This design comes from an exercise in tuning for small area on the open sky130 flow, not from production work.
In this exercise RTL edits were held to simulation tests only and were not proved equivalent to the original.
Power is estimated from default activity; no workload was simulated.

--- flow/flow/run.sh ---
#!/bin/bash
# Own layout flow: the standard ORFS flow (standard.sh) with two changes:
#  - synthesis uses flow/my_synth.tcl, which is synth_recipe.tcl with the ABC
#    mapping script replaced by flow/area.abc (area-oriented mapping without
#    ABC's buffering and upsizing); registers and their names are unchanged;
#  - port buffering uses sky130_fd_sc_hd__buf_1 cells (every port still gets
#    a buffer).
# Every tool's output goes to flow.log in this folder (ORFS also keeps its
# per-step logs under orfs/logs).
set -euo pipefail
here=$(pwd)
cp config.mk own_config.mk
echo 'export BUFFER_PORTS_ARGS = -buffer_cell sky130_fd_sc_hd__buf_1' >> own_config.mk
sed -e "s#SYNTH_SCRIPT=[^ ]*#SYNTH_SCRIPT=$here/flow/my_synth.tcl#" \
    -e "s#DESIGN_CONFIG=[^ ]*#DESIGN_CONFIG=$here/own_config.mk#" standard.sh > own_standard.sh
export MY_ABC_SCRIPT=$here/flow/area.abc
bash own_standard.sh finish > flow.log 2>&1
test -f out/final.def
--- flow/flow/area.abc ---
strash
ifraig
scorr
dc2
strash
dch -f
amap
strash
dch -f
amap
topo
dnsize -c
--- flow/flow/my_synth.tcl ---
proc synth {args} { yosys synth -nofsm -noshare {*}$args }
proc abc {args} {
  set i [lsearch -exact $args -script]
  if { $i >= 0 && [info exists ::env(MY_ABC_SCRIPT)] } {
    set args [lreplace $args [expr {$i+1}] [expr {$i+1}] $::env(MY_ABC_SCRIPT)]
  }
  yosys abc {*}$args
}
source $::env(SCRIPTS_DIR)/synth.tcl
# left out here: clear keep_hierarchy, flatten, clean up, hide names made inside functions, write 1_2_yosys.v
--- flow/standard.sh ---
#!/bin/bash
# synth_recipe.tcl (not shown) runs the flow's synth.tcl, then flattens the netlist and writes it again
# the make line also repeats each setting of config.mk as NAME=value (left out here)
make -C /OpenROAD-flow-scripts/flow DESIGN_CONFIG=/design/flow/config.mk WORK_HOME=/design/flow/orfs CLKGATE_MAP_FILE= SYNTH_SCRIPT=/design/flow/synth_recipe.tcl "${@:-finish}"
--- flow/config.mk ---
export PLATFORM = sky130hd
export DESIGN_NAME = jbc_cc
export DESIGN_NICKNAME = jbc_cc
export VERILOG_FILES = /design/flow/design.v
export SDC_FILE = /design/flow/constraint.sdc
export NUM_CORES = 4
export LEC_CHECK = 0
export ABC_AREA = 1
export CAP_MARGIN = 20
export CORE_MARGIN = 2
export CORE_UTILIZATION = 50
export CTS_BUF_LIST = sky130_fd_sc_hd__clkbuf_8
export CTS_CLUSTER_DIAMETER = 60
export CTS_CLUSTER_SIZE = 14
export SLEW_MARGIN = 20
--- flow/constraint.sdc ---
create_clock -name core_clock -period 48.0 [get_ports {clk}]
set_input_delay 9.6000 -clock core_clock [delete_from_list [all_inputs] [get_ports {clk}]]
set_output_delay 9.6000 -clock core_clock [all_outputs]
set_load 0.01 [all_outputs]
--- flow/design.v ---
module jbc_cc (
    input  wire        clk,
    input  wire        rst,
    input  wire        ev_valid,
    input  wire [31:0] ev_word,
    output wire        ev_ready,
    output reg         ev_done,
    output wire        heater,
    output reg         adc_start,
    output reg         enc_wr,
    output wire [15:0] enc_wr_val,
    output wire [15:0] rd_data
);
    localparam [1:0]  M_ACTIVE = 2'd0, M_HOLDER = 2'd1, M_REMOVED = 2'd2, M_DISC = 2'd3;
    localparam [1:0]  K_ZCM = 2'd0, K_RFR = 2'd1, K_TICK = 2'd2, K_ACC = 2'd3;
    localparam [19:0] C_LO  = 20'd523466;
    localparam [19:0] K_FLT = 20'd87937;
    localparam [19:0] K_D10 = 20'd3277;
    function gt16;
        input [15:0] a;
        input [15:0] b;
        integer i;
        reg g;
        begin
            g = 1'b0;
            for (i = 0; i < 16; i = i + 1)
                g = (a[i] & ~b[i]) | (~(a[i] ^ b[i]) & g);
            gt16 = g;
        end
    endfunction
    reg  [3:0]  slot;
    reg  [3:0]  dc;              
    reg  [3:0]  dfc;             
    reg         out_en;
    reg  [1:0]  warmup;
    reg  [6:0]  q;               
    reg  [10:0] err0;            
    reg  [7:0]  integ;           
    reg         tip_removed;
    reg         iron_disc;
    reg         iron_holder;
    reg         runaway;
    reg         blink_phase;
    reg  [1:0]  mode_state;
    reg  [8:0]  backup_sp;
    reg         sp_cap;          
    reg         dsp_cap;         
    reg  [2:0]  hold_periods;
    reg  [6:0]  dq;              
    reg  [3:0]  ddc;             
    reg  [15:0] msring [0:1];
    reg         msph;            
    reg  [8:0]  blink_ms;        
    reg  [15:0] kring [0:2];
    reg  [1:0]  kph;             
    reg  [5:0]  cnt;
    reg  [1:0]  kind;
    reg         enc_hi;
    reg  [19:0] H;
    reg  [12:0] M;
    wire idle   = (cnt == 6'd0);
    assign ev_ready = idle;
    wire accept = ev_valid & idle & ~rst;
    wire b_zcm  = ~idle & (kind == K_ZCM);
    wire b_rfr  = ~idle & (kind == K_RFR);
    wire b_tick = ~idle & (kind == K_TICK);
    wire b_acc  = ~idle & (kind == K_ACC);
    wire [3:0] op = ev_word[31:28];
    wire is_zcm  = (op == 4'd1) && (ev_word[27:15] == 13'd0);
    wire is_zcd  = (ev_word == 32'h2000_0000);
    wire is_tick = (ev_word == 32'h3000_0000);
    wire is_rfr  = (op == 4'd4) && (ev_word[27:18] == 10'd0);
    wire is_wrg  = (op == 4'd5) && (ev_word[27:20] == 8'd0);
    wire is_rds  = (op == 4'd6) && (ev_word[27:20] == 8'd0) && (ev_word[15:0] == 16'd0);
    wire is_rst  = (ev_word == 32'h7000_0000);
    wire [3:0] ridx = ev_word[19:16];
    wire r_ring  = (ridx[3:2] == 2'b00 & ridx[1:0] != 2'b11) | (ridx[3:1] == 3'b111);
    wire w_multi = is_wrg & r_ring;
    wire a_multi = (is_rds | is_wrg) & r_ring;
    wire [11:0] z_sample = ev_word[11:0];
    wire acq_fail = ~ev_word[12] | gt16({4'd0, z_sample}, 16'd3500);
    wire slot0    = (slot == 4'd0);
    wire z_eval   = is_zcm & slot0 & ~acq_fail;
    wire        r_neg   = ev_word[15];
    wire        r_big   = ~ev_word[15] & gt16({1'b0, ev_word[14:0]}, 16'd4500);
    wire [1:0]  r_mode  = tip_removed ? M_REMOVED :
                          ev_word[17] ? M_DISC    :
                          ev_word[16] ? M_HOLDER  : M_ACTIVE;
    wire        bsp_gt150 = gt16({7'd0, backup_sp}, 16'd150);
    wire        sp_sel    = idle ? ((ridx == 4'd8) & sp_cap) | ((ridx == 4'd10) & dsp_cap) : sp_cap;
    wire [8:0]  sp_val    = (sp_sel & bsp_gt150) ? 9'd150 : backup_sp;
    assign heater     = out_en & ~slot0 & ~gt16({12'd0, slot}, {12'd0, dc});
    wire ez = adc_start, eh = enc_hi;
    assign enc_wr_val = {ez, ez, ez, eh, ez, ez, ez, eh, eh, ez, ez, eh, ez, eh, ez, ez};
    assign rd_data    = H[15:0];
    wire [15:0] status = {3'd0, (hold_periods != 3'd0), mode_state, warmup,
                          blink_phase, 1'b0, runaway, iron_holder, iron_disc,
                          tip_removed, out_en, heater};
    wire [6:0] rq   = (idle & ridx[3]) ? dq : q;
    wire [7:0] r5q_hi;
    rca #(.W(8)) u_r5q (.a({1'b0, rq}), .b({3'd0, rq[6:2]}), .ci(1'b0),
                        .s(r5q_hi), .co());
    wire [9:0] r5q = {r5q_hi, rq[1:0]};
    wire [3:0] rdc  = (ridx == 4'd5) ? dc : (ridx == 4'd6) ? dfc : ddc;
    wire [4:0] rx5_hi;
    rca #(.W(5)) u_rx5 (.a({1'b0, rdc}), .b({3'd0, rdc[3:2]}), .ci(1'b0),
                        .s(rx5_hi), .co());
    wire [7:0] rx10 = {rx5_hi[4:0], rdc[1:0], 1'b0};
    reg [12:0] rsel;
    always @(*) begin
        case (ridx)
            4'd3:  rsel = {9'd0, slot};
            4'd4:  rsel = status[12:0];
            4'd5:  rsel = {5'd0, rx10};
            4'd6:  rsel = {5'd0, rx10};
            4'd12: rsel = {5'd0, rx10};
            4'd13: rsel = {10'd0, hold_periods};
            default: rsel = 13'd0;
        endcase
    end
    wire i_hi = ~H[11] & gt16({5'd0, H[10:0]}, 16'd100);
    wire i_lo =  H[11] & ~gt16({5'd0, H[10:0]}, 16'd1947);
    wire [7:0] integ_new = i_hi ? 8'd100 : i_lo ? 8'h9c : H[7:0];
    wire [10:0] pid_dec;
    assign pid_dec[0] = (cnt == 6'd27) | (cnt == 6'd30) | (cnt == 6'd33) | (cnt == 6'd36) | (cnt == 6'd39) | (cnt == 6'd42) | (cnt == 6'd45) | (cnt == 6'd48) | (cnt == 6'd51) | (cnt == 6'd54) | (cnt == 6'd57) | (cnt == 6'd60);
    assign pid_dec[1] = (cnt == 6'd28) | (cnt == 6'd31) | (cnt == 6'd34) | (cnt == 6'd37) | (cnt == 6'd40) | (cnt == 6'd43) | (cnt == 6'd46) | (cnt == 6'd49) | (cnt == 6'd52) | (cnt == 6'd55) | (cnt == 6'd58) | (cnt == 6'd61);
    assign pid_dec[2] = (cnt == 6'd29) | (cnt == 6'd30) | (cnt == 6'd31) | (cnt == 6'd35) | (cnt == 6'd36) | (cnt == 6'd37) | (cnt == 6'd41) | (cnt == 6'd42) | (cnt == 6'd43) | (cnt == 6'd47) | (cnt == 6'd48) | (cnt == 6'd49) | (cnt == 6'd50) | (cnt == 6'd51) | (cnt == 6'd52) | (cnt == 6'd53) | (cnt == 6'd54) | (cnt == 6'd55) | (cnt == 6'd56) | (cnt == 6'd57) | (cnt == 6'd58) | (cnt == 6'd59) | (cnt == 6'd60) | (cnt == 6'd61);
    assign pid_dec[3] = (cnt == 6'd32) | (cnt == 6'd33) | (cnt == 6'd34) | (cnt == 6'd35) | (cnt == 6'd36) | (cnt == 6'd37) | (cnt == 6'd44) | (cnt == 6'd45) | (cnt == 6'd46) | (cnt == 6'd47) | (cnt == 6'd48) | (cnt == 6'd49) | (cnt == 6'd50) | (cnt == 6'd51) | (cnt == 6'd52) | (cnt == 6'd53) | (cnt == 6'd54) | (cnt == 6'd55) | (cnt == 6'd56) | (cnt == 6'd57) | (cnt == 6'd58) | (cnt == 6'd59) | (cnt == 6'd60) | (cnt == 6'd61);
    assign pid_dec[4] = (cnt == 6'd38) | (cnt == 6'd39) | (cnt == 6'd40) | (cnt == 6'd41) | (cnt == 6'd42) | (cnt == 6'd43) | (cnt == 6'd44) | (cnt == 6'd45) | (cnt == 6'd46) | (cnt == 6'd47) | (cnt == 6'd48) | (cnt == 6'd49) | (cnt == 6'd50) | (cnt == 6'd51) | (cnt == 6'd52) | (cnt == 6'd53) | (cnt == 6'd54) | (cnt == 6'd55) | (cnt == 6'd56) | (cnt == 6'd57) | (cnt == 6'd58) | (cnt == 6'd59) | (cnt == 6'd60) | (cnt == 6'd61);
    assign pid_dec[5] = (cnt == 6'd29) | (cnt == 6'd30) | (cnt == 6'd31) | (cnt == 6'd35) | (cnt == 6'd36) | (cnt == 6'd37) | (cnt == 6'd41) | (cnt == 6'd42) | (cnt == 6'd43) | (cnt == 6'd47) | (cnt == 6'd48) | (cnt == 6'd49) | (cnt == 6'd53) | (cnt == 6'd54) | (cnt == 6'd55);
    assign pid_dec[6] = (cnt == 6'd32) | (cnt == 6'd33) | (cnt == 6'd34) | (cnt == 6'd35) | (cnt == 6'd36) | (cnt == 6'd37) | (cnt == 6'd44) | (cnt == 6'd45) | (cnt == 6'd46) | (cnt == 6'd47) | (cnt == 6'd48) | (cnt == 6'd49) | (cnt == 6'd56) | (cnt == 6'd57) | (cnt == 6'd58) | (cnt == 6'd59) | (cnt == 6'd60) | (cnt == 6'd61);
    assign pid_dec[7] = (cnt == 6'd38) | (cnt == 6'd39) | (cnt == 6'd40) | (cnt == 6'd41) | (cnt == 6'd42) | (cnt == 6'd43) | (cnt == 6'd44) | (cnt == 6'd45) | (cnt == 6'd46) | (cnt == 6'd47) | (cnt == 6'd48) | (cnt == 6'd49);
    assign pid_dec[8] = (cnt == 6'd50) | (cnt == 6'd51) | (cnt == 6'd52) | (cnt == 6'd53) | (cnt == 6'd54) | (cnt == 6'd55) | (cnt == 6'd56) | (cnt == 6'd57) | (cnt == 6'd58) | (cnt == 6'd59) | (cnt == 6'd60) | (cnt == 6'd61);
    assign pid_dec[9] = (cnt == 6'd59) | (cnt == 6'd60) | (cnt == 6'd61);
    assign pid_dec[10] = (cnt == 6'd26) | (cnt == 6'd27) | (cnt == 6'd28) | (cnt == 6'd29) | (cnt == 6'd30) | (cnt == 6'd31) | (cnt == 6'd32) | (cnt == 6'd33) | (cnt == 6'd34) | (cnt == 6'd35) | (cnt == 6'd36) | (cnt == 6'd37) | (cnt == 6'd38) | (cnt == 6'd39) | (cnt == 6'd40) | (cnt == 6'd41) | (cnt == 6'd42) | (cnt == 6'd43) | (cnt == 6'd44) | (cnt == 6'd45) | (cnt == 6'd46) | (cnt == 6'd47) | (cnt == 6'd48) | (cnt == 6'd49) | (cnt == 6'd50) | (cnt == 6'd51) | (cnt == 6'd52) | (cnt == 6'd53) | (cnt == 6'd54) | (cnt == 6'd55) | (cnt == 6'd56) | (cnt == 6'd57) | (cnt == 6'd58) | (cnt == 6'd59) | (cnt == 6'd60) | (cnt == 6'd61);
    wire       p_neg = pid_dec[9];
    wire [3:0] p_ei  = pid_dec[8:5];
    wire [2:0] p_ii  = pid_dec[4:2];
    wire [1:0] p_ts  = pid_dec[1:0];
    wire s_12   = (cnt == 6'd12), s_13 = (cnt == 6'd13), s_14 = (cnt == 6'd14);
    wire s_21   = (cnt == 6'd21), s_22 = (cnt == 6'd22), s_23 = (cnt == 6'd23);
    wire s_24   = (cnt == 6'd24), s_25 = (cnt == 6'd25), s_26 = (cnt == 6'd26);
    wire s_62   = (cnt == 6'd62);
    wire c_div  = (cnt[5:1] == 5'b00111) | ((cnt[5:3] == 3'b010) & ~(cnt[2] & (cnt[1] | cnt[0])));   
    wire z_div  = b_zcm & c_div;
    wire c_mac  = ((cnt[5:4] == 2'd0) & (cnt[3:2] != 2'b11)) | s_12;    
    wire z_mac  = b_zcm & c_mac;
    wire z_pid  = b_zcm & pid_dec[10];
    wire p_kp = z_pid & (kph == 2'd0);
    wire p_ki = z_pid & (kph == 2'd1);
    wire p_kd = z_pid & (kph == 2'd2);
    wire p_end = z_pid & (p_ts == 2'd2);
    wire [19:0] err0_x = {{9{err0[10]}}, err0};
    wire e_bit = err0[p_ei];
    wire i_bit = s_26 ? integ_new[0] : integ[p_ii];
    wire m_kp  = p_kp & e_bit;
    wire m_ki  = p_ki & i_bit;
    wire m_kd  = p_kd & M[0];
    wire rd_any = idle & is_rds;
    wire k_clo  = idle & ~is_rds & ~is_rfr & ~is_wrg;
    wire k_word = idle & (is_wrg | (is_rds & r_ring));
    wire k_rsel = rd_any & ~r_ring;
    wire a_isms  = H[19];
    wire a_at0   = a_isms ? (msph == H[16]) : (kph == H[17:16]);
    wire a_at1   = a_isms ? (msph != H[16]) : (kph == (H[17:16] == 2'd0 ? 2'd2 : H[17:16] - 2'd1));
    wire a_rd    = b_acc & (cnt == 6'd1) & a_at0;
    wire a_wr    = b_acc & (cnt == 6'd2) & a_at1;
    wire t_go    = b_tick & (cnt == 6'd1) & ~msph;
    wire k_ms    = t_go | (b_tick & (cnt == 6'd2)) | (a_rd & a_isms);
    wire k_d10  = b_rfr & M[0];
    wire k_flt  = z_mac & M[0];
    wire k_q9   = b_zcm & s_13;
    wire k_sp   = (b_zcm & s_21) |
                  (rd_any & (ridx[3:2] == 2'b10) & (ridx[1:0] != 2'b11));
    wire k_q5   = (b_zcm & s_22) | (rd_any & (ridx[1:0] == 2'b11) & (ridx[3] ^ ridx[2]));    
    wire k_e    = b_zcm & (s_23 | s_25);
    wire k_i    = b_zcm & s_24;
    wire [19:0] div_k = ({20{s_14}}          & 20'd78336)
                      | ({20{cnt == 6'd15}}  & 20'd40960)
                      | ({20{cnt == 6'd16}}  & 20'd20480)
                      | ({20{cnt == 6'd17}}  & 20'd10240)
                      | ({20{cnt == 6'd18}}  & 20'd5120)
                      | ({20{cnt == 6'd19}}  & 20'd2560)
                      | ({20{cnt == 6'd20}}  & 20'd1280);
    wire k_ring = m_kp | m_ki | m_kd | (a_rd & ~a_isms);
    wire [19:0] d_k =
          ({20{k_clo}}  & C_LO)
        | ({20{k_word}} & ev_word[19:0])
        | ({20{k_rsel}} & {7'd0, rsel})
        | ({20{k_ms}}   & {4'd0, msring[0]})
        | ({20{k_d10}}  & K_D10)
        | ({20{k_flt}}  & K_FLT)
        | ({20{k_q9}}   & {4'd0, q, 9'd0})
        | ({20{k_sp}}   & {11'd0, sp_val})
        | ({20{k_q5}}   & {10'd0, r5q})
        | ({20{k_e}}    & err0_x)
        | ({20{k_i}}    & {{12{integ[7]}}, integ})
        | ({20{z_div}}  & div_k)
        | ({20{k_ring}} & {4'd0, kring[0]});
    wire d_neg   = (b_zcm & (s_14 | s_22 | s_23)) | (z_div & ~H[19]) | (p_neg & (m_kp | m_ki | m_kd));
    wire d_load  = idle | t_go | (b_tick & (cnt == 6'd2)) | a_rd | (b_zcm & (s_21 | s_24 | s_26));
    wire d_shift = b_rfr | z_mac | p_end;
    wire d_cin   = d_neg | t_go | (b_tick & (cnt == 6'd2) & H[16]);
    wire [19:0] k_x  = d_neg ? ~d_k : d_k;
    wire [19:0] h_in = d_load ? 20'd0 : H;
    wire [20:0] sum;
    rca #(.W(21)) u_add (.a({h_in[19], h_in}), .b({k_x[19], k_x}), .ci(d_cin),
                         .s(sum), .co());
    wire [5:0] r_t;                                   
    rca #(.W(6)) u_rt (.a(~H[5:0]), .b(6'd0), .ci(1'b1), .s(r_t), .co());
    wire [8:0] r_t5;                                 
    rca #(.W(7)) u_rt10 (.a({1'b0, r_t}), .b({3'd0, r_t[5:2]}), .ci(1'b0),
                         .s(r_t5[8:2]), .co());
    assign r_t5[1:0] = {r_t[1:0]};
    wire run_far  = ~gt16({5'd0, H[10:0]}, 16'd2002);    
    wire runaway_new = H[10] & (run_far | gt16({6'd0, r_t5, 1'b0}, {7'd0, sp_val}));
    wire        u_neg  = H[19];
    wire        u_zero = (H == 20'd0) && (M[12:1] == 12'd0);
    wire        u_big  = (H[18:2] != 17'd0) || (H[1] & H[0]);
    wire [15:0] u_8    = {5'd0, H[1:0], M[12:4]};
    wire [3:0]  u_div  = gt16(u_8, 16'd1249) ? 4'd10 :
                         gt16(u_8, 16'd1124) ? 4'd9  :
                         gt16(u_8, 16'd999)  ? 4'd8  :
                         gt16(u_8, 16'd874)  ? 4'd7  :
                         gt16(u_8, 16'd749)  ? 4'd6  :
                         gt16(u_8, 16'd624)  ? 4'd5  :
                         gt16(u_8, 16'd499)  ? 4'd4  :
                         gt16(u_8, 16'd374)  ? 4'd3  :
                         gt16(u_8, 16'd249)  ? 4'd2  :
                         gt16(u_8, 16'd124)  ? 4'd1  : 4'd0;
    wire [3:0]  dc_new = (u_neg | u_zero) ? 4'd0 : u_big ? 4'd10 : u_div;
    wire [4:0]  dsum;
    rca #(.W(4)) u_dsum (.a(dc_new), .b(dfc), .ci(1'b0), .s(dsum[3:0]), .co(dsum[4]));
    wire [8:0]  r_raw    = enc_wr ? (enc_hi ? 9'd450 : 9'd0) : H[10:2];
    wire        r_change = (r_raw != backup_sp);
    wire [5:0] cnt_inc;
    rca #(.W(6)) u_cnt (.a(cnt), .b(6'd0), .ci(1'b1), .s(cnt_inc), .co());
    wire [3:0] slot_inc;
    rca #(.W(4)) u_slot (.a(slot), .b(4'd0), .ci(1'b1), .s(slot_inc), .co());
    localparam [8:0] B_FIRST = 9'h1ff, B_LAST = 9'h1de;
    wire [8:0] blink_inc = {blink_ms[7:0], blink_ms[8] ^ blink_ms[4]};
    wire last = a_rd | a_wr | (b_tick & (cnt == 6'd3)) | (b_rfr & (cnt == 6'd14)) | (b_zcm & s_62);
    wire stall = (b_acc & ~a_rd & ~a_wr) | (b_tick & (cnt == 6'd1) & msph);
    always @(posedge clk) begin
        H <= d_shift ? sum[20:1] : sum[19:0];
        if (idle)
            M <= ev_word[12:0];
        else if (d_shift)
            M <= {sum[0], M[12:1]};
        else if (b_zcm & s_24)
            M <= H[12:0];
        if (idle) begin
            enc_wr    <= is_rfr & (r_neg | r_big);
            enc_hi    <= r_big;
            adc_start <= is_zcm & slot0;
            kind      <= is_rfr  ? K_RFR :
                         is_tick ? K_TICK :
                         a_multi ? K_ACC : K_ZCM;
        end
    end
    wire k_wr  = a_wr & ~a_isms;
    wire ms_wr = (a_wr & a_isms) | (b_tick & ((cnt == 6'd2) | (cnt == 6'd3)));
    wire ring_rst = rst | (accept & is_rst);
    reg  rpend;
    always @(posedge clk) begin
        if (ring_rst) begin
            kring[0]  <= 16'd170;
            kph       <= 2'd0;
            msring[0] <= 16'd0;
            msph      <= 1'b0;
            rpend     <= 1'b1;
        end else begin
            kring[0]  <= k_wr ? H[15:0] :
                         rpend ? (kph[0] ? 16'd50 : 16'd15) : kring[1];
            kph       <= (kph == 2'd2) ? 2'd0 : kph + 2'd1;
            msring[0] <= ms_wr ? H[15:0] : rpend ? 16'd0 : msring[1];
            msph      <= ~msph;
            if (kph[0])
                rpend <= 1'b0;
        end
        kring[1]  <= kring[2];
        kring[2]  <= kring[0];
        msring[1] <= msring[0];
    end
    always @(posedge clk) begin
        if (rst || (accept && is_rst)) begin
            ev_done      <= accept & ~rst;
            cnt          <= 6'd0;
            slot         <= 4'd0;
            dc           <= 4'd0;
            dfc          <= 4'd0;
            out_en       <= 1'b0;
            warmup       <= 2'd0;
            q            <= 7'd0;
            err0         <= 11'd0;
            integ        <= 8'd0;
            tip_removed  <= 1'b0;
            iron_disc    <= 1'b0;
            iron_holder  <= 1'b0;
            runaway      <= 1'b0;
            blink_phase  <= 1'b0;
            mode_state   <= M_ACTIVE;
            backup_sp    <= 9'd0;
            sp_cap       <= 1'b0;
            dsp_cap      <= 1'b0;
            hold_periods <= 3'd0;
            dq           <= 7'd0;
            ddc          <= 4'd0;
            blink_ms     <= B_FIRST;
        end else if (idle) begin
            ev_done <= accept & ~z_eval & ~is_rfr & ~is_tick & ~a_multi;
            if (accept) begin
                if (is_zcm && slot0) begin
                    iron_disc   <= ev_word[13];
                    iron_holder <= ev_word[14];
                    tip_removed <= acq_fail;
                    if (acq_fail) begin
                        runaway <= 1'b0;
                        out_en  <= 1'b0;
                        dc      <= 4'd0;
                        dfc     <= 4'd0;
                    end else begin
                        cnt <= 6'd1;
                    end
                end
                if (is_zcd)
                    slot <= (slot == 4'd10) ? 4'd0 : slot_inc;
                if (is_tick) begin
                    cnt <= 6'd1;
                    if (blink_ms == B_LAST) begin
                        blink_ms    <= B_FIRST;
                        blink_phase <= ~blink_phase;
                        if (hold_periods != 3'd0)
                            hold_periods <= hold_periods - 3'd1;
                    end else begin
                        blink_ms <= blink_inc;
                    end
                end
                if (is_rfr) begin
                    cnt        <= 6'd1;
                    sp_cap     <= ev_word[16];
                    mode_state <= r_mode;
                    dq         <= q;
                    ddc        <= r_mode[1] ? 4'd0 : dfc;
                end
                if (a_multi)
                    cnt <= is_wrg ? 6'd2 : 6'd1;
            end
        end else begin
            cnt     <= last ? 6'd0 : stall ? cnt : cnt_inc;
            ev_done <= last;
            if (b_rfr & last) begin
                backup_sp <= r_raw;
                if (r_change)
                    hold_periods <= 3'd4;
                dsp_cap <= (mode_state == M_HOLDER) && !r_change && (hold_periods == 3'd0);
            end
            if (b_zcm) begin
                if (z_div)
                    q <= {q[5:0], ~sum[20]};
                if (s_23) begin
                    runaway <= runaway_new;
                    err0    <= H[10:0];
                end
                if (s_26)
                    integ <= integ_new;
                if (s_62) begin
                    if (iron_disc) begin
                        dc  <= 4'd0;
                        dfc <= 4'd0;
                    end else begin
                        dc  <= dc_new;
                        dfc <= dsum[4:1];
                    end
                    if (warmup != 2'd3)
                        warmup <= warmup + 2'd1;
                    out_en <= ~iron_disc & (warmup == 2'd3) & ~runaway;
                end
            end
        end
    end
endmodule
module rca #(parameter W = 8) (
    input  wire [W-1:0] a,
    input  wire [W-1:0] b,
    input  wire         ci,
    output wire [W-1:0] s,
    output wire         co
);
    wire [W:0] c;
    assign c[0] = ci;
    genvar i;
    generate
        for (i = 0; i < W; i = i + 1) begin : g_fa
            assign s[i]   = a[i] ^ b[i] ^ c[i];
            assign c[i+1] = (a[i] & b[i]) | (c[i] & (a[i] ^ b[i]));
        end
    endgenerate
    assign co = c[W];
endmodule
==> impl_metrics.py, run 1 <==
metrics = {
    "run_status": {
        "status": "complete, no violations",
    },
    "synthesis": {
        "synth-edff-count": 18,
        "yosysSeqAreaShare_pct": 38.2,
        "syn_area_sq_um": 11500,
        "synth_most_common_cell": "nor2_1",
        "yosysTopAreaCell": "dfxtp_1",
        "ys_ff_latch": 211,
        "ys_warn_count": 3,
        "synth-async-reset-ratio_pct": 0,
        "ys.flop_type": "dfxtp_1",
        "synthCells": 1419,
        "synthTopCellsByArea": "dfxtp_1, nor2_1, clkinv_1",
        "synth_common_cells": "nor2_1, clkinv_1, dfxtp_1, nand2_1, a21oi_1",
        "synth.top_cell.area_share_pct": 33.5,
        "syn_area_per_cell_sq_um": 8.13,
        "ys_types": 52,
    },
    "cells_and_area": {
        "syn_to_final_growth_pct": 8.63,
        "drive_above_1_share_pct": 3.57,
        "nNetsFinal": 1609,
        "fin_area_sq_um": 12500,
        "antenna_cells": 0,
    },
    "sta": {
        "clock.fmax_mhz": 51.6,
        "rsz0062_at_grt": "no",
        "fin_skew_ns": 0.0434,
        "maxSlewViolCount": 0,
        "fin_crit_ns": 19.39,
        "setup_tns_ns": 0,
        "maxSlewHeadroom_pct": 21.7,
        "timing.final.ws_setup_ns": 28.61,
        "finalHoldViolCount": 0,
        "setup_viol": 0,
        "finalCritPeriodShare_pct": 40.4,
        "whs_ns": 0.331,
        "tightest_slew_ns": 1.17,
    },
    "setup_path": {
        "cp_slowest_stage_delay_ns": 0.44,
        "cp_common_cell": "fa_1",
        "path_max_fanout": 7,
        "critPathRequiredTime_ns": 48.47,
        "crit_type": "in2reg",
        "worst_setup_path_end_kind": "flip-flop",
        "cpMaxStageDelayCell": "a2111oi_0",
        "arrival_ns": 19.86,
        "startpoint_type": "input port",
    },
    "power": {
        "power_frac_seq_pct": 28.7,
        "p_switching_uw": 442,
        "clock_power_share_pct": 14.4,
        "power_density_nw_per_um2": 71.6,
        "p_total_uw": 898,
        "power_frac_comb_pct": 56.9,
        "p_leak_nw": 4.38,
        "ir_drop_v": 0.0000514,
        "p_int_uw": 456,
        "p_sw_share_pct": 49.2,
    },
    "route": {
        "drc": 0,
        "postRouteAntennaNets": 0,
        "drtIter0Drc": 1145,
        "first_pass_iters": 6,
        "viasPerCell": 6.22,
        "routed_wl_um": 41100,
        "wl_per_cell_um": 22.9,
        "vias": 11200,
    },
    "floorplanning": {
        "dieWidth_um": 156,
        "dieArea_sq_um": 24300,
        "row_count": 55,
        "initial_core_util_pct": 51.0,
        "core_area_sq_um": 22600,
        "die_h_um": 156,
        "io_pins": 72,
    },
    "grt": {
        "antenna_found_initial": 0,
        "grt_pass1_vias": 10400,
        "grt_max_degree": 62,
        "grt_pass1_wl_um": 62600,
        "grt_usage_pct": 33.7,
        "overflow": 0,
    },
    "clock_tree": {
        "clk_latency_ns": 0.58,
        "cts_made_buffers": 22,
        "cts-hold-fix-buffers": 0,
        "cts_sinks": 211,
        "cts_htree_levels": 1,
        "cts_tree": "built",
        "ctsRootBufferMaster": "clkbuf_8",
        "cts.clk_slew.worst_paths_ns": 0.09,
        "post_cts_buffers": 0,
        "cts_resized": 0,
        "clockBufferDepth": 3,
    },
    "run": {
        "maxCapViolCount": 0,
    },
    "placement": {
        "dp_hpwl_um": 31500,
        "placed_area_sq_um": 12100,
        "port_buffers": 71,
        "gp_congestion": 1.06,
        "post-place-ws_ns": 28.18,
    },
    "worst_hold_path": {
        "hold_class": "reg2reg",
    },
}
==> cell usage in the layout, fill, tap and decap left out, types with 23 or more instances in the layout <==
master / n
nor2_1: 265
clkinv_1: 220
dfxtp_1: 193
nand2_1: 73
buf_1: 71
a21oi_1: 68
o21ai_0: 61
o22ai_1: 52
ha_1: 45
a22oi_1: 43
fa_1: 31
nor3_1: 29
clkbuf_8: 25
or2_0: 23
==> cell type report <==
type,count,area [sq um]
Fill cell,2184,10100
Multi-Input combinational cell,956,6090
Sequential cell,211,4400
Inverter,220,826
Timing Repair Buffer,87,387
Tap cell,285,357
Clock buffer,25,344
Clock inverter,12,130
==> path summary, 6_finish.rpt <==
| check | slack [ns] | from | to | cells after the start |
|---|---|---|---|---|
| worst max-delay path | 28.61 | ev_word[19] | H[19]$_DFF_P_ | 42 |
| worst min register to register | 0.33 | kring[2][10]$_DFF_P_ | kring[1][10]$_DFF_P_ | 0 |
| worst max register to register | 35.34 | cnt[1]$_SDFFE_PP0P_ | H[19]$_DFF_P_ | 48 |
| worst min-delay path | 0.33 | kring[2][10]$_DFF_P_ | kring[1][10]$_DFF_P_ | 0 |
==> routing by layer <==
metal  GRT usage [%]  vias to the layer above  wire length [um]
met1            46.1                     5310             17800
met2            52.5                      553             18000
met5               0                        -                 0
met3            8.17                       99              3870
met4            11.2                        0              1430
li1                -                     5218                 -
==> sequential cells by signal, indices dropped and copies added (netlist names), 2 cells and up <==
register,flops
mode_state,2
cnt,6
kind,2
dq,7
blink_ms,9
slot,4
dfc,4
hold_periods,3
backup_sp,9
ddc,4
M,13
H,20
kring,48
dc,4
err0,11
warmup,2
integ,8
q,7
kph,2
msring,32
==> metrics by stage <==
stage                     instances  utilization (%)
final                          1796             55.4
after global routing           1796             55.4
after CTS                      1796             55.4
after detailed placement       1759             53.3
after global placement         1759             53.3
after floorplan                1419                -
==> worst max-delay path: cells and delay by family <==
kind            cells  cell delay [ns]
compound gates      9             1.90
fa+ha+maj          20             6.77
buf+inv            11             1.07
simple gates        2             0.51
==> cell families after synthesis <==
logic type               synth area share [%]
adder cells (fa/ha/maj)                  10.3
buffers and inverters                    9.24
AO/OA/AOI/OAI                            24.4
AND/OR/NAND/NOR                          17.9
flip-flops                               38.2
==> power groups by stage <==
stage	sequential, mW	combinational, mW	clock (mW)
2_1_floorplan	0.242	0.362	0
3_3_place_gp	0.260	0.499	0
3_5_place_dp	0.261	0.501	0
4_1_cts	0.256	0.504	0.130
5_1_grt	0.261	0.570	0.137
6_report	0.258	0.511	0.129
==> run 2: changes to the inputs <==
==> flow/flow/run.sh (replaced) <==
#!/bin/bash
# Own layout flow: the standard ORFS flow (standard.sh) with these changes:
#  - synthesis uses flow/my_synth.tcl, which is synth_recipe.tcl with the ABC
#    mapping script replaced by flow/area.abc (area-oriented mapping, no ABC
#    buffering or upsizing); registers and their names are unchanged;
#  - flow/extra.mk is appended to the standard flow's config.mk: port buffers are
#    sky130_fd_sc_hd__buf_1 (every port still gets one), and the CTS and
#    buffer-removal options listed there.
# All tool output goes to flow.log in this folder (ORFS also keeps per-step
# logs under orfs/logs).
set -euo pipefail
here=$(pwd)
cp config.mk own_config.mk
cat flow/extra.mk >> own_config.mk
sed -e "s#SYNTH_SCRIPT=[^ ]*#SYNTH_SCRIPT=$here/flow/my_synth.tcl#" \
    -e "s#DESIGN_CONFIG=[^ ]*#DESIGN_CONFIG=$here/own_config.mk#" standard.sh > own_standard.sh
export MY_ABC_SCRIPT=$here/flow/area.abc
bash own_standard.sh finish > flow.log 2>&1
test -f out/final.def
==> flow/flow/extra.mk (new file) <==
export BUFFER_PORTS_ARGS = -buffer_cell sky130_fd_sc_hd__buf_1
export REMOVE_ABC_BUFFERS = 1
export CTS_ARGS = -sink_clustering_enable -repair_clock_nets -dont_use_dummy_load -buf_list sky130_fd_sc_hd__clkbuf_8 -sink_clustering_size 14 -sink_clustering_max_diameter 60
--- a/flow/config.mk
+++ b/flow/config.mk
@@ -12,4 +12,5 @@
 export CTS_BUF_LIST = sky130_fd_sc_hd__clkbuf_8
 export CTS_CLUSTER_DIAMETER = 60
 export CTS_CLUSTER_SIZE = 14
+export GPL_TIMING_DRIVEN = 0
 export SLEW_MARGIN = 20
==> run 2 against run 1 <==
- critical path type unchanged
- still clean on timing, DRC and antenna
- via count hardly changed
- largest power group unchanged
- largest cell class unchanged
- clock skew grew 0.051 ns
- non-clock buffer count is 7 higher
- area after synthesis is the same
==> impl_metrics.py, run 2 <==
metrics = {
    "clock_tree": {
        "cts.clk_slew.worst_paths_ns": 0.09,
        "post_cts_buffers": 0,
        "cts_resized": 0,
        "cts_made_buffers": 24,
        "ctsRootBufferMaster": "clkbuf_8",
        "cts_htree_levels": 1,
        "clockBufferDepth": 3,
        "clk_latency_ns": 0.59,
        "cts-hold-fix-buffers": 0,
        "cts_sinks": 211,
        "cts_tree": "built",
    },
    "synthesis": {
        "synthTopCellsByArea": "dfxtp_1, nor2_1, clkinv_1",
        "ys_types": 52,
        "syn_area_per_cell_sq_um": 8.13,
        "synth-edff-count": 18,
        "ys.flop_type": "dfxtp_1",
        "synth_most_common_cell": "nor2_1",
        "yosys.area_share.xor_xnor_pct": 0,
        "synth.top_cell.area_share_pct": 33.5,
        "synth_top_family_by_area": "compound AO/OA/AOI/OAI gates",
        "synth_compound_area_share_pct": 24.4,
        "yosysSeqAreaShare_pct": 38.2,
        "ys_ff_latch": 211,
        "synthMuxAreaShare_pct": 0,
        "synthSimpleGateAreaFrac_pct": 17.9,
        "yosysTopAreaCell": "dfxtp_1",
        "synthCells": 1419,
        "synth_fa_ha_area_share_pct": 10.3,
        "synth-async-reset-ratio_pct": 0,
        "ys_warn_count": 3,
        "synth_common_cells": "nor2_1, clkinv_1, dfxtp_1, nand2_1, a21oi_1",
        "syn_area_sq_um": 11500,
    },
    "power": {
        "ir_drop_v": 0.0000392,
        "clock_power_share_pct": 12.2,
        "p_sw_share_pct": 49.4,
        "power_frac_seq_pct": 29.2,
        "p_switching_uw": 433,
        "power_frac_comb_pct": 58.6,
        "p_leak_nw": 4.33,
        "p_int_uw": 445,
        "power_density_nw_per_um2": 70.3,
    },
    "route": {
        "first_pass_iters": 6,
        "postRouteAntennaNets": 0,
        "drtIter0Drc": 1023,
        "vias": 11200,
        "wl_per_cell_um": 22.8,
        "routed_wl_um": 40800,
        "drc": 0,
        "viasPerCell": 6.24,
    },
    "run": {
        "maxCapViolCount": 0,
    },
    "setup_path": {
        "cp_common_cell": "fa_1",
        "path_max_fanout": 9,
        "cpMaxStageDelayCell": "or3_1",
        "worst_setup_path_end_kind": "flip-flop",
        "startpoint": "ev_word[7]",
        "startpoint_type": "input port",
        "cp_slowest_stage_delay_ns": 0.49,
        "crit_type": "in2reg",
        "r2r-start": "cnt[0]$_SDFFE_PP0P_",
        "critPathRequiredTime_ns": 48.41,
        "arrival_ns": 20.31,
    },
    "cells_and_area": {
        "largest-register": "kring",
        "final_cell_mix": "nor2_1, clkinv_1, dfxtp_1",
        "drive_above_1_share_pct": 3.79,
        "postLayoutCoreUtil_pct": 55.2,
        "reg_top3": "kring x48, msring x32, H x20",
        "largest_reg_flops": 48,
        "antenna_cells": 0,
        "syn_to_final_growth_pct": 8.25,
        "nNetsFinal": 1618,
        "layout_commonest_cell": "nor2_1",
    },
    "sta": {
        "finalCritPeriodShare_pct": 41.5,
        "finalHoldViolCount": 0,
        "timing.final.ws_setup_ns": 28.10,
        "setup_viol": 0,
        "maxSlewViolCount": 0,
        "fin_skew_ns": 0.0941,
        "maxSlewHeadroom_pct": 33.2,
        "setup_tns_ns": 0,
        "rsz0062_at_grt": "no",
        "tightest_slew_ns": 0.995,
        "fin_crit_ns": 19.90,
        "clock.fmax_mhz": 50.3,
    },
    "grt": {
        "grt_usage_pct": 33.4,
        "overflow": 0,
        "grt_max_degree": 36,
        "antenna_found_initial": 3,
        "grt_pass1_vias": 10400,
        "grt_pass1_wl_um": 62000,
    },
    "floorplanning": {
        "dieWidth_um": 156,
        "initial_core_util_pct": 51.0,
        "io_pins": 72,
        "die_h_um": 156,
        "row_count": 55,
        "dieArea_sq_um": 24300,
        "core_area_sq_um": 22600,
    },
    "run_status": {
        "status": "complete, no violations",
    },
    "placement": {
        "gp_congestion": 0.987,
        "post-place-ws_ns": 27.72,
        "port_buffers": 71,
        "dp_hpwl_um": 31400,
    },
    "worst_hold_path": {
        "min-delay-start": "kring[2][12]$_DFF_P_",
        "hold_class": "reg2reg",
    },
}
[run 2: through the flow]
step	cell area (sq um)	instances	hold slack, ns	power (mW)
after floorplan	11300	1387	0.310	0.587
after global placement	11900	1743	0.310	0.746
after detailed placement	12100	1765	0.312	0.758
after CTS	12500	1789	0.331	0.866
after global routing	12500	1790	0.338	0.941
final	12500	1790	0.330	0.878
[run 2: cells by family after synthesis]
| family | Yosys count |
|---|---|
| adders and majority gates | 76 |
| buffers and inverters | 252 |
| AOI/OAI and AO/OA | 407 |
| and+or+nand+nor | 473 |
| DFF | 211 |
[run 2: path summary, 6_finish.rpt]
kind / to / slack, ns / depth (start not counted)
worst max-delay path: H[19]$_DFF_P_ / 28.10 / 44
worst min-delay path: kring[1][12]$_DFF_P_ / 0.33 / 0
worst max register to register: H[19]$_DFF_P_ / 34.62 / 49
worst min register to register: kring[1][12]$_DFF_P_ / 0.33 / 0
[run 2: area by class of cell]
type	count	area, sq um
Clock buffer	24	330
Tap cell	285	357
Multi-Input combinational cell	956	6120
Timing Repair Buffer	94	457
Inverter	220	826
Fill cell	2184	10100
Sequential cell	211	4400
[run 2: critical path, delay by kind of cell]
kind | cells | cell delay (ns)
AOI/OAI and AO/OA | 6 | 0.89
adders and majority gates | 20 | 6.90
buffers and inverters | 10 | 0.82
and+or+nand+nor | 8 | 2.07
[run 2: power groups by stage]
stage | clock network (mW) | logic (mW) | registers (mW)
global placement | 0 | 0.486 | 0.260
finish | 0.107 | 0.514 | 0.257
detailed placement | 0 | 0.498 | 0.260
floorplan | 0 | 0.338 | 0.249
CTS | 0.109 | 0.502 | 0.256
global route | 0.114 | 0.568 | 0.259
[run 2: layer usage]
layer  part of all wire [%]  vias up  GRT usage (%)  wire length, um
met3                    9.1      106           6.61             3710
met1                     43     5301           45.9            17500
met4                    4.4        6           13.5             1800
li1                       -     5242              -                -
met5                   0.11        -              0               45
met2                     43      522           51.7            17700
==> run 3: changes to the inputs <==
--- a/flow/design.v
+++ b/flow/design.v
@@ -122,28 +122,29 @@
     wire i_lo =  H[11] & ~gt16({5'd0, H[10:0]}, 16'd1947);
     wire [7:0] integ_new = i_hi ? 8'd100 : i_lo ? 8'h9c : H[7:0];
     wire [10:0] pid_dec;
-    assign pid_dec[0] = (cnt == 6'd27) | (cnt == 6'd30) | (cnt == 6'd33) | (cnt == 6'd36) | (cnt == 6'd39) | (cnt == 6'd42) | (cnt == 6'd45) | (cnt == 6'd48) | (cnt == 6'd51) | (cnt == 6'd54) | (cnt == 6'd57) | (cnt == 6'd60);
-    assign pid_dec[1] = (cnt == 6'd28) | (cnt == 6'd31) | (cnt == 6'd34) | (cnt == 6'd37) | (cnt == 6'd40) | (cnt == 6'd43) | (cnt == 6'd46) | (cnt == 6'd49) | (cnt == 6'd52) | (cnt == 6'd55) | (cnt == 6'd58) | (cnt == 6'd61);
-    assign pid_dec[2] = (cnt == 6'd29) | (cnt == 6'd30) | (cnt == 6'd31) | (cnt == 6'd35) | (cnt == 6'd36) | (cnt == 6'd37) | (cnt == 6'd41) | (cnt == 6'd42) | (cnt == 6'd43) | (cnt == 6'd47) | (cnt == 6'd48) | (cnt == 6'd49) | (cnt == 6'd50) | (cnt == 6'd51) | (cnt == 6'd52) | (cnt == 6'd53) | (cnt == 6'd54) | (cnt == 6'd55) | (cnt == 6'd56) | (cnt == 6'd57) | (cnt == 6'd58) | (cnt == 6'd59) | (cnt == 6'd60) | (cnt == 6'd61);
-    assign pid_dec[3] = (cnt == 6'd32) | (cnt == 6'd33) | (cnt == 6'd34) | (cnt == 6'd35) | (cnt == 6'd36) | (cnt == 6'd37) | (cnt == 6'd44) | (cnt == 6'd45) | (cnt == 6'd46) | (cnt == 6'd47) | (cnt == 6'd48) | (cnt == 6'd49) | (cnt == 6'd50) | (cnt == 6'd51) | (cnt == 6'd52) | (cnt == 6'd53) | (cnt == 6'd54) | (cnt == 6'd55) | (cnt == 6'd56) | (cnt == 6'd57) | (cnt == 6'd58) | (cnt == 6'd59) | (cnt == 6'd60) | (cnt == 6'd61);
-    assign pid_dec[4] = (cnt == 6'd38) | (cnt == 6'd39) | (cnt == 6'd40) | (cnt == 6'd41) | (cnt == 6'd42) | (cnt == 6'd43) | (cnt == 6'd44) | (cnt == 6'd45) | (cnt == 6'd46) | (cnt == 6'd47) | (cnt == 6'd48) | (cnt == 6'd49) | (cnt == 6'd50) | (cnt == 6'd51) | (cnt == 6'd52) | (cnt == 6'd53) | (cnt == 6'd54) | (cnt == 6'd55) | (cnt == 6'd56) | (cnt == 6'd57) | (cnt == 6'd58) | (cnt == 6'd59) | (cnt == 6'd60) | (cnt == 6'd61);
-    assign pid_dec[5] = (cnt == 6'd29) | (cnt == 6'd30) | (cnt == 6'd31) | (cnt == 6'd35) | (cnt == 6'd36) | (cnt == 6'd37) | (cnt == 6'd41) | (cnt == 6'd42) | (cnt == 6'd43) | (cnt == 6'd47) | (cnt == 6'd48) | (cnt == 6'd49) | (cnt == 6'd53) | (cnt == 6'd54) | (cnt == 6'd55);
-    assign pid_dec[6] = (cnt == 6'd32) | (cnt == 6'd33) | (cnt == 6'd34) | (cnt == 6'd35) | (cnt == 6'd36) | (cnt == 6'd37) | (cnt == 6'd44) | (cnt == 6'd45) | (cnt == 6'd46) | (cnt == 6'd47) | (cnt == 6'd48) | (cnt == 6'd49) | (cnt == 6'd56) | (cnt == 6'd57) | (cnt == 6'd58) | (cnt == 6'd59) | (cnt == 6'd60) | (cnt == 6'd61);
-    assign pid_dec[7] = (cnt == 6'd38) | (cnt == 6'd39) | (cnt == 6'd40) | (cnt == 6'd41) | (cnt == 6'd42) | (cnt == 6'd43) | (cnt == 6'd44) | (cnt == 6'd45) | (cnt == 6'd46) | (cnt == 6'd47) | (cnt == 6'd48) | (cnt == 6'd49);
-    assign pid_dec[8] = (cnt == 6'd50) | (cnt == 6'd51) | (cnt == 6'd52) | (cnt == 6'd53) | (cnt == 6'd54) | (cnt == 6'd55) | (cnt == 6'd56) | (cnt == 6'd57) | (cnt == 6'd58) | (cnt == 6'd59) | (cnt == 6'd60) | (cnt == 6'd61);
-    assign pid_dec[9] = (cnt == 6'd59) | (cnt == 6'd60) | (cnt == 6'd61);
-    assign pid_dec[10] = (cnt == 6'd26) | (cnt == 6'd27) | (cnt == 6'd28) | (cnt == 6'd29) | (cnt == 6'd30) | (cnt == 6'd31) | (cnt == 6'd32) | (cnt == 6'd33) | (cnt == 6'd34) | (cnt == 6'd35) | (cnt == 6'd36) | (cnt == 6'd37) | (cnt == 6'd38) | (cnt == 6'd39) | (cnt == 6'd40) | (cnt == 6'd41) | (cnt == 6'd42) | (cnt == 6'd43) | (cnt == 6'd44) | (cnt == 6'd45) | (cnt == 6'd46) | (cnt == 6'd47) | (cnt == 6'd48) | (cnt == 6'd49) | (cnt == 6'd50) | (cnt == 6'd51) | (cnt == 6'd52) | (cnt == 6'd53) | (cnt == 6'd54) | (cnt == 6'd55) | (cnt == 6'd56) | (cnt == 6'd57) | (cnt == 6'd58) | (cnt == 6'd59) | (cnt == 6'd60) | (cnt == 6'd61);
+    assign pid_dec[0] = (cnt == 6'd28) | (cnt == 6'd31) | (cnt == 6'd34) | (cnt == 6'd37) | (cnt == 6'd40) | (cnt == 6'd43) | (cnt == 6'd46) | (cnt == 6'd49) | (cnt == 6'd52) | (cnt == 6'd55) | (cnt == 6'd58) | (cnt == 6'd61);
+    assign pid_dec[1] = (cnt == 6'd29) | (cnt == 6'd32) | (cnt == 6'd35) | (cnt == 6'd38) | (cnt == 6'd41) | (cnt == 6'd44) | (cnt == 6'd47) | (cnt == 6'd50) | (cnt == 6'd53) | (cnt == 6'd56) | (cnt == 6'd59) | (cnt == 6'd62);
+    assign pid_dec[2] = (cnt == 6'd30) | (cnt == 6'd31) | (cnt == 6'd32) | (cnt == 6'd36) | (cnt == 6'd37) | (cnt == 6'd38) | (cnt == 6'd42) | (cnt == 6'd43) | (cnt == 6'd44) | (cnt == 6'd48) | (cnt == 6'd49) | (cnt == 6'd50) | (cnt == 6'd51) | (cnt == 6'd52) | (cnt == 6'd53) | (cnt == 6'd54) | (cnt == 6'd55) | (cnt == 6'd56) | (cnt == 6'd57) | (cnt == 6'd58) | (cnt == 6'd59) | (cnt == 6'd60) | (cnt == 6'd61) | (cnt == 6'd62);
+    assign pid_dec[3] = (cnt == 6'd33) | (cnt == 6'd34) | (cnt == 6'd35) | (cnt == 6'd36) | (cnt == 6'd37) | (cnt == 6'd38) | (cnt == 6'd45) | (cnt == 6'd46) | (cnt == 6'd47) | (cnt == 6'd48) | (cnt == 6'd49) | (cnt == 6'd50) | (cnt == 6'd51) | (cnt == 6'd52) | (cnt == 6'd53) | (cnt == 6'd54) | (cnt == 6'd55) | (cnt == 6'd56) | (cnt == 6'd57) | (cnt == 6'd58) | (cnt == 6'd59) | (cnt == 6'd60) | (cnt == 6'd61) | (cnt == 6'd62);
+    assign pid_dec[4] = (cnt == 6'd39) | (cnt == 6'd40) | (cnt == 6'd41) | (cnt == 6'd42) | (cnt == 6'd43) | (cnt == 6'd44) | (cnt == 6'd45) | (cnt == 6'd46) | (cnt == 6'd47) | (cnt == 6'd48) | (cnt == 6'd49) | (cnt == 6'd50) | (cnt == 6'd51) | (cnt == 6'd52) | (cnt == 6'd53) | (cnt == 6'd54) | (cnt == 6'd55) | (cnt == 6'd56) | (cnt == 6'd57) | (cnt == 6'd58) | (cnt == 6'd59) | (cnt == 6'd60) | (cnt == 6'd61) | (cnt == 6'd62);
+    assign pid_dec[5] = (cnt == 6'd30) | (cnt == 6'd31) | (cnt == 6'd32) | (cnt == 6'd36) | (cnt == 6'd37) | (cnt == 6'd38) | (cnt == 6'd42) | (cnt == 6'd43) | (cnt == 6'd44) | (cnt == 6'd48) | (cnt == 6'd49) | (cnt == 6'd50) | (cnt == 6'd54) | (cnt == 6'd55) | (cnt == 6'd56);
+    assign pid_dec[6] = (cnt == 6'd33) | (cnt == 6'd34) | (cnt == 6'd35) | (cnt == 6'd36) | (cnt == 6'd37) | (cnt == 6'd38) | (cnt == 6'd45) | (cnt == 6'd46) | (cnt == 6'd47) | (cnt == 6'd48) | (cnt == 6'd49) | (cnt == 6'd50) | (cnt == 6'd57) | (cnt == 6'd58) | (cnt == 6'd59) | (cnt == 6'd60) | (cnt == 6'd61) | (cnt == 6'd62);
+    assign pid_dec[7] = (cnt == 6'd39) | (cnt == 6'd40) | (cnt == 6'd41) | (cnt == 6'd42) | (cnt == 6'd43) | (cnt == 6'd44) | (cnt == 6'd45) | (cnt == 6'd46) | (cnt == 6'd47) | (cnt == 6'd48) | (cnt == 6'd49) | (cnt == 6'd50);
+    assign pid_dec[8] = (cnt == 6'd51) | (cnt == 6'd52) | (cnt == 6'd53) | (cnt == 6'd54) | (cnt == 6'd55) | (cnt == 6'd56) | (cnt == 6'd57) | (cnt == 6'd58) | (cnt == 6'd59) | (cnt == 6'd60) | (cnt == 6'd61) | (cnt == 6'd62);
+    assign pid_dec[9] = (cnt == 6'd60) | (cnt == 6'd61) | (cnt == 6'd62);
+    assign pid_dec[10] = (cnt == 6'd27) | (cnt == 6'd28) | (cnt == 6'd29) | (cnt == 6'd30) | (cnt == 6'd31) | (cnt == 6'd32) | (cnt == 6'd33) | (cnt == 6'd34) | (cnt == 6'd35) | (cnt == 6'd36) | (cnt == 6'd37) | (cnt == 6'd38) | (cnt == 6'd39) | (cnt == 6'd40) | (cnt == 6'd41) | (cnt == 6'd42) | (cnt == 6'd43) | (cnt == 6'd44) | (cnt == 6'd45) | (cnt == 6'd46) | (cnt == 6'd47) | (cnt == 6'd48) | (cnt == 6'd49) | (cnt == 6'd50) | (cnt == 6'd51) | (cnt == 6'd52) | (cnt == 6'd53) | (cnt == 6'd54) | (cnt == 6'd55) | (cnt == 6'd56) | (cnt == 6'd57) | (cnt == 6'd58) | (cnt == 6'd59) | (cnt == 6'd60) | (cnt == 6'd61) | (cnt == 6'd62);
     wire       p_neg = pid_dec[9];
     wire [3:0] p_ei  = pid_dec[8:5];
     wire [2:0] p_ii  = pid_dec[4:2];
     wire [1:0] p_ts  = pid_dec[1:0];
-    wire s_12   = (cnt == 6'd12), s_13 = (cnt == 6'd13), s_14 = (cnt == 6'd14);
-    wire s_21   = (cnt == 6'd21), s_22 = (cnt == 6'd22), s_23 = (cnt == 6'd23);
-    wire s_24   = (cnt == 6'd24), s_25 = (cnt == 6'd25), s_26 = (cnt == 6'd26);
-    wire s_62   = (cnt == 6'd62);
-    wire c_div  = (cnt[5:1] == 5'b00111) | ((cnt[5:3] == 3'b010) & ~(cnt[2] & (cnt[1] | cnt[0])));   
+    wire s_1    = (cnt == 6'd1);
+    wire s_13   = (cnt == 6'd13), s_14 = (cnt == 6'd14), s_15 = (cnt == 6'd15);
+    wire s_22   = (cnt == 6'd22), s_23 = (cnt == 6'd23), s_24 = (cnt == 6'd24);
+    wire s_25   = (cnt == 6'd25), s_26 = (cnt == 6'd26), s_27 = (cnt == 6'd27);
+    wire s_63   = (cnt == 6'd63);
+    wire c_div  = (cnt[5:0] == 6'd15) | ((cnt[5:3] == 3'b010) & ~(cnt[2] & cnt[1]));   
     wire z_div  = b_zcm & c_div;
-    wire c_mac  = ((cnt[5:4] == 2'd0) & (cnt[3:2] != 2'b11)) | s_12;    
+    wire c_mac  = ((cnt[5:4] == 2'd0) & (cnt[3:2] != 2'b11) & ~(cnt[3:1] == 3'b000)) | (cnt[5:1] == 5'b00110);    
     wire z_mac  = b_zcm & c_mac;
     wire z_pid  = b_zcm & pid_dec[10];
     wire p_kp = z_pid & (kph == 2'd0);
@@ -152,13 +153,13 @@
     wire p_end = z_pid & (p_ts == 2'd2);
     wire [19:0] err0_x = {{9{err0[10]}}, err0};
     wire e_bit = err0[p_ei];
-    wire i_bit = s_26 ? integ_new[0] : integ[p_ii];
+    wire i_bit = s_27 ? integ_new[0] : integ[p_ii];
     wire m_kp  = p_kp & e_bit;
     wire m_ki  = p_ki & i_bit;
     wire m_kd  = p_kd & M[0];
     wire rd_any = idle & is_rds;
-    wire k_clo  = idle & ~is_rds & ~is_rfr & ~is_wrg;
-    wire k_word = idle & (is_wrg | (is_rds & r_ring));
+    wire k_clo  = b_zcm & s_1;
+    wire k_word = idle & (is_wrg | is_zcm | is_rfr | (is_rds & r_ring));
     wire k_rsel = rd_any & ~r_ring;
     wire a_isms  = H[19];
     wire a_at0   = a_isms ? (msph == H[16]) : (kph == H[17:16]);
@@ -167,21 +168,21 @@
     wire a_wr    = b_acc & (cnt == 6'd2) & a_at1;
     wire t_go    = b_tick & (cnt == 6'd1) & ~msph;
     wire k_ms    = t_go | (b_tick & (cnt == 6'd2)) | (a_rd & a_isms);
-    wire k_d10  = b_rfr & M[0];
+    wire k_d10  = b_rfr & ~s_1 & M[0];
     wire k_flt  = z_mac & M[0];
-    wire k_q9   = b_zcm & s_13;
-    wire k_sp   = (b_zcm & s_21) |
+    wire k_q9   = b_zcm & s_14;
+    wire k_sp   = (b_zcm & s_22) |
                   (rd_any & (ridx[3:2] == 2'b10) & (ridx[1:0] != 2'b11));
-    wire k_q5   = (b_zcm & s_22) | (rd_any & (ridx[1:0] == 2'b11) & (ridx[3] ^ ridx[2]));    
-    wire k_e    = b_zcm & (s_23 | s_25);
-    wire k_i    = b_zcm & s_24;
-    wire [19:0] div_k = ({20{s_14}}          & 20'd78336)
-                      | ({20{cnt == 6'd15}}  & 20'd40960)
-                      | ({20{cnt == 6'd16}}  & 20'd20480)
-                      | ({20{cnt == 6'd17}}  & 20'd10240)
-                      | ({20{cnt == 6'd18}}  & 20'd5120)
-                      | ({20{cnt == 6'd19}}  & 20'd2560)
-                      | ({20{cnt == 6'd20}}  & 20'd1280);
+    wire k_q5   = (b_zcm & s_23) | (rd_any & (ridx[1:0] == 2'b11) & (ridx[3] ^ ridx[2]));    
+    wire k_e    = b_zcm & (s_24 | s_26);
+    wire k_i    = b_zcm & s_25;
+    wire [19:0] div_k = ({20{s_15}}          & 20'd78336)
+                      | ({20{cnt == 6'd16}}  & 20'd40960)
+                      | ({20{cnt == 6'd17}}  & 20'd20480)
+                      | ({20{cnt == 6'd18}}  & 20'd10240)
+                      | ({20{cnt == 6'd19}}  & 20'd5120)
+                      | ({20{cnt == 6'd20}}  & 20'd2560)
+                      | ({20{cnt == 6'd21}}  & 20'd1280);
     wire k_ring = m_kp | m_ki | m_kd | (a_rd & ~a_isms);
     wire [19:0] d_k =
           ({20{k_clo}}  & C_LO)
@@ -197,9 +198,9 @@
         | ({20{k_i}}    & {{12{integ[7]}}, integ})
         | ({20{z_div}}  & div_k)
         | ({20{k_ring}} & {4'd0, kring[0]});
-    wire d_neg   = (b_zcm & (s_14 | s_22 | s_23)) | (z_div & ~H[19]) | (p_neg & (m_kp | m_ki | m_kd));
-    wire d_load  = idle | t_go | (b_tick & (cnt == 6'd2)) | a_rd | (b_zcm & (s_21 | s_24 | s_26));
-    wire d_shift = b_rfr | z_mac | p_end;
+    wire d_neg   = (b_zcm & (s_15 | s_23 | s_24)) | (z_div & ~H[19]) | (p_neg & (m_kp | m_ki | m_kd));
+    wire d_load  = idle | t_go | (b_tick & (cnt == 6'd2)) | a_rd | (b_zcm & (s_22 | s_25 | s_27)) | ((b_zcm | b_rfr) & s_1);
+    wire d_shift = (b_rfr & ~s_1) | z_mac | p_end;
     wire d_cin   = d_neg | t_go | (b_tick & (cnt == 6'd2) & H[16]);
     wire [19:0] k_x  = d_neg ? ~d_k : d_k;
     wire [19:0] h_in = d_load ? 20'd0 : H;
@@ -239,15 +240,13 @@
     rca #(.W(4)) u_slot (.a(slot), .b(4'd0), .ci(1'b1), .s(slot_inc), .co());
     localparam [8:0] B_FIRST = 9'h1ff, B_LAST = 9'h1de;
     wire [8:0] blink_inc = {blink_ms[7:0], blink_ms[8] ^ blink_ms[4]};
-    wire last = a_rd | a_wr | (b_tick & (cnt == 6'd3)) | (b_rfr & (cnt == 6'd14)) | (b_zcm & s_62);
+    wire last = a_rd | a_wr | (b_tick & (cnt == 6'd3)) | (b_rfr & (cnt == 6'd15)) | (b_zcm & s_63);
     wire stall = (b_acc & ~a_rd & ~a_wr) | (b_tick & (cnt == 6'd1) & msph);
     always @(posedge clk) begin
         H <= d_shift ? sum[20:1] : sum[19:0];
-        if (idle)
-            M <= ev_word[12:0];
-        else if (d_shift)
+        if (d_shift)
             M <= {sum[0], M[12:1]};
-        else if (b_zcm & s_24)
+        else if (((b_zcm | b_rfr) & s_1) | (b_zcm & s_25))
             M <= H[12:0];
         if (idle) begin
             enc_wr    <= is_rfr & (r_neg | r_big);
@@ -358,13 +357,13 @@
             if (b_zcm) begin
                 if (z_div)
                     q <= {q[5:0], ~sum[20]};
-                if (s_23) begin
+                if (s_24) begin
                     runaway <= runaway_new;
                     err0    <= H[10:0];
                 end
-                if (s_26)
+                if (s_27)
                     integ <= integ_new;
-                if (s_62) begin
+                if (s_63) begin
                     if (iron_disc) begin
                         dc  <= 4'd0;
                         dfc <= 4'd0;
--- a/flow/config.mk
+++ b/flow/config.mk
@@ -8,7 +8,7 @@
 export ABC_AREA = 1
 export CAP_MARGIN = 20
 export CORE_MARGIN = 2
-export CORE_UTILIZATION = 50
+export CORE_UTILIZATION = 75
 export CTS_BUF_LIST = sky130_fd_sc_hd__clkbuf_8
 export CTS_CLUSTER_DIAMETER = 60
 export CTS_CLUSTER_SIZE = 14
==> run 3 against run 2 <==
- clock power shrank 12%
- combinational power shrank 45%
- non-clock buffer count shrank 16
- final cell count shrank 6.0%
- count of clock-buffer cells in the layout shrank 5
- via count grew 5.8%
- critical endpoint is now H[18]$_DFF_P_
==> impl_metrics.py, run 3 <==
metrics = {
    "floorplanning": {
        "io_pins": 72,
        "dieArea_sq_um": 16300,
        "initial_core_util_pct": 76.0,
        "row_count": 45,
        "core_area_sq_um": 15100,
        "dieWidth_um": 128,
        "die_h_um": 128,
    },
    "clock_tree": {
        "cts_made_buffers": 19,
        "post_cts_buffers": 0,
        "cts-hold-fix-buffers": 0,
        "cts_tree": "built",
        "cts_htree_levels": 1,
        "cts.clk_slew.worst_paths_ns": 0.09,
        "clk_latency_ns": 0.53,
        "cts_sinks": 211,
        "clockBufferDepth": 3,
        "ctsRootBufferMaster": "clkbuf_8",
        "cts_resized": 0,
    },
    "cells_and_area": {
        "largest-register": "kring",
        "nNetsFinal": 1606,
        "layout_commonest_cell": "nor2_1",
        "syn_to_final_growth_pct": 5.94,
        "fillers": 1026,
        "multi_input_area_sq_um": 6180,
        "largest_reg_flops": 48,
        "final_cell_mix": "nor2_1, dfxtp_1, clkinv_1",
        "seq_area_sq_um": 4400,
        "reg_top3": "kring x48, msring x32, H x20",
        "postLayoutCoreUtil_pct": 80.6,
        "drive_above_1_share_pct": 2.61,
    },
    "synthesis": {
        "synthMuxAreaShare_pct": 0,
        "ys_warn_count": 3,
        "synthSimpleGateAreaFrac_pct": 19.0,
        "ys_ff_latch": 211,
        "synth_compound_area_share_pct": 23.8,
        "synth-edff-count": 18,
        "synthTopCellsByArea": "dfxtp_1, nor2_1, clkinv_1",
        "yosys.area_share.xor_xnor_pct": 0,
        "synth_top_family_by_area": "compound AO/OA/AOI/OAI gates",
        "syn_area_sq_um": 11500,
        "synth_common_cells": "nor2_1, clkinv_1, dfxtp_1, nand2_1, a21oi_1",
        "synth-async-reset-ratio_pct": 0,
        "synth_most_common_cell": "nor2_1",
        "synth_fa_ha_area_share_pct": 10.3,
        "synth.top_cell.area_share_pct": 33.7,
        "yosysSeqAreaShare_pct": 38.4,
        "yosysTopAreaCell": "dfxtp_1",
        "syn_area_per_cell_sq_um": 8.04,
        "ys_types": 53,
        "ys.flop_type": "dfxtp_1",
        "synthCells": 1428,
    },
    "sta": {
        "finalCritPeriodShare_pct": 41.4,
        "clock.fmax_mhz": 50.3,
        "finalHoldViolCount": 0,
        "fin_crit_ns": 19.86,
        "setup_tns_ns": 0,
        "whs_ns": 0.332,
        "rsz0062_at_grt": "no",
        "maxSlewViolCount": 0,
        "fin_skew_ns": 0.0421,
        "maxSlewHeadroom_pct": 17.1,
        "tightest_slew_ns": 1.24,
        "setup_viol": 0,
    },
    "grt": {
        "grt_usage_pct": 45.4,
        "grt_max_degree": 81,
        "grt_pass1_vias": 10900,
        "grt_pass1_wl_um": 57600,
        "overflow": 0,
        "antenna_found_initial": 1,
    },
    "setup_path": {
        "path_max_fanout": 8,
        "crit_type": "in2reg",
        "critPathRequiredTime_ns": 48.43,
        "r2r-start": "cnt[1]$_SDFFE_PP0P_",
        "cp_slowest_stage_delay_ns": 0.87,
        "worstReg2RegEnd": "H[18]$_DFF_P_",
        "worst_setup_path_end_kind": "flip-flop",
        "setup.worst_path.end": "H[18]$_DFF_P_",
        "rrSetupSlack_ns": 34.15,
        "arrival_ns": 20.29,
        "rr_worst_depth": 40,
        "startpoint_type": "input port",
        "cpMaxStageDelayCell": "a2111oi_0",
        "cp_common_cell": "fa_1",
        "startpoint": "ev_word[17]",
    },
    "placement": {
        "dp_hpwl_um": 28000,
        "gp_congestion": 1.04,
        "port_buffers": 71,
    },
    "route": {
        "wl_per_cell_um": 22.3,
        "viasPerCell": 7.03,
        "routed_wl_um": 37500,
        "first_pass_iters": 8,
        "postRouteAntennaNets": 0,
        "vias": 11800,
        "drtIter0Drc": 1865,
        "drc": 0,
    },
    "worst_hold_path": {
        "hold_path_depth": 0,
        "hold_class": "reg2reg",
    },
    "power": {
        "p_int_uw": 337,
        "clock_power_share_pct": 15.4,
        "p_leak_nw": 4.22,
        "p_sw_share_pct": 45.0,
        "power_frac_comb_pct": 45.8,
        "ir_drop_v": 0.0000395,
        "power_density_nw_per_um2": 50.4,
        "p_switching_uw": 275,
        "power_frac_seq_pct": 38.8,
    },
    "run": {
        "maxCapViolCount": 0,
    },
    "run_status": {
        "status": "complete, no violations",
    },
}
-- run 3: cell count changes after synthesis, moves of 6 or more --
cell      previous run  this run
or3_1                7        13
clkinv_1           220       194
or4_1               12         6
o32ai_1             20         2
nand2_1             73       101
nor3_1              29        43
nand3_1             21        35
nor2_1             267       249
a32oi_1             16         1
a21oi_1             68        83
o22a_1               5        11
o21ai_0             62        82
or2_0               23        12
-- run 3: critical path, delay by kind of cell --
kind	cells	cell delay, ns
AND/OR/NAND/NOR	3	0.66
adder cells (fa/ha/maj)	20	6.92
AO/OA/AOI/OAI	5	2.30
buffers and inverters	6	0.77
-- run 3: how the worst min path moves through the flow --
stage,from,endpoint,slack (ns)
finish,kring[2][0]$_DFF_P_,kring[1][0]$_DFF_P_,0.33
global route,kring[2][2]$_DFF_P_,kring[1][2]$_DFF_P_,0.32
CTS,kring[2][0]$_DFF_P_,kring[1][0]$_DFF_P_,0.32
detailed placement,kring[2][0]$_DFF_P_,kring[1][0]$_DFF_P_,0.31
global placement,kring[2][1]$_DFF_P_,kring[1][1]$_DFF_P_,0.31
floorplan,kring[2][0]$_DFF_P_,kring[1][0]$_DFF_P_,0.31
-- run 3: per-stage QoR --
stage / setup WS, ns / area, sq um / total power [mW] / cells
CTS: 28.42 / 12200 / 0.596 / 1681
detailed placement: 27.89 / 11900 / 0.504 / 1662
finish: 28.14 / 12200 / 0.612 / 1682
floorplan: 28.80 / 11200 / 0.411 / 1396
global placement: 27.63 / 11700 / 0.485 / 1655
global route: 27.78 / 12200 / 0.640 / 1681
-- run 3: final cells by class --
cell class / count / area share, %
timing repair buffer: 78 / 2.83
inverter: 194 / 6.03
tap: 188 / 1.93
clock buffer: 19 / 2.15
antenna: 1 / 0.0206
multi-input combinational: 991 / 50.8
sequential: 211 / 36.2
-- run 3: cell families after synthesis --
kind of cell / Yosys count
and+or+nand+nor: 502
buffers and inverters: 226
adders and majority gates: 76
DFF: 211
AOI/OAI and AO/OA: 413
-- run 3: power groups by stage --
stage	Sequential, mW	Combinational, mW	Clock [mW]
6_report	0.237	0.281	0.0943
5_1_grt	0.238	0.303	0.0984
4_1_cts	0.234	0.269	0.0928
3_5_place_dp	0.238	0.266	0
3_3_place_gp	0.237	0.248	0
2_1_floorplan	0.231	0.179	0
-- run 3: layer usage --
| layer | vias up | share of wire (%) | wire length [um] | track usage, % |
|---|---|---|---|---|
| li1 | 5215 | - | - | - |
| met1 | 5381 | 36 | 13500 | 58.5 |
| met2 | 1005 | 42 | 15900 | 69.4 |
| met3 | 222 | 15 | 5740 | 13.7 |
| met4 | 0 | 6.3 | 2340 | 23.2 |
| met5 | - | 0 | 0 | 0 |

## static timing again, ports no longer ideal
How much do the figures lean on ideal ports? The routed layouts below were timed once more, with nothing changed but the port constraints. Step 1, drivers: a clkbuf_16 drives clk and a buf_2 each remaining input, both assumed. Step 2, shift: input delay + t, output delay - t, t = (earliest + latest rising clock arrival at the registers) / 2. This alone moves slack from input paths to output paths. a / b / c = no drivers / after step 1 / after step 2; a / b = the first two.
| run | t, ns | setup slack, ns |
|---|---|---|
| run 1 | 0.605 | 28.609 / 28.629 / 28.024 |
| run 2 | 0.590 | 28.103 / 28.128 / 27.538 |
| run 3 | 0.554 | 28.137 / 28.143 / 27.589 |
After both steps every run listed still meets setup and hold.
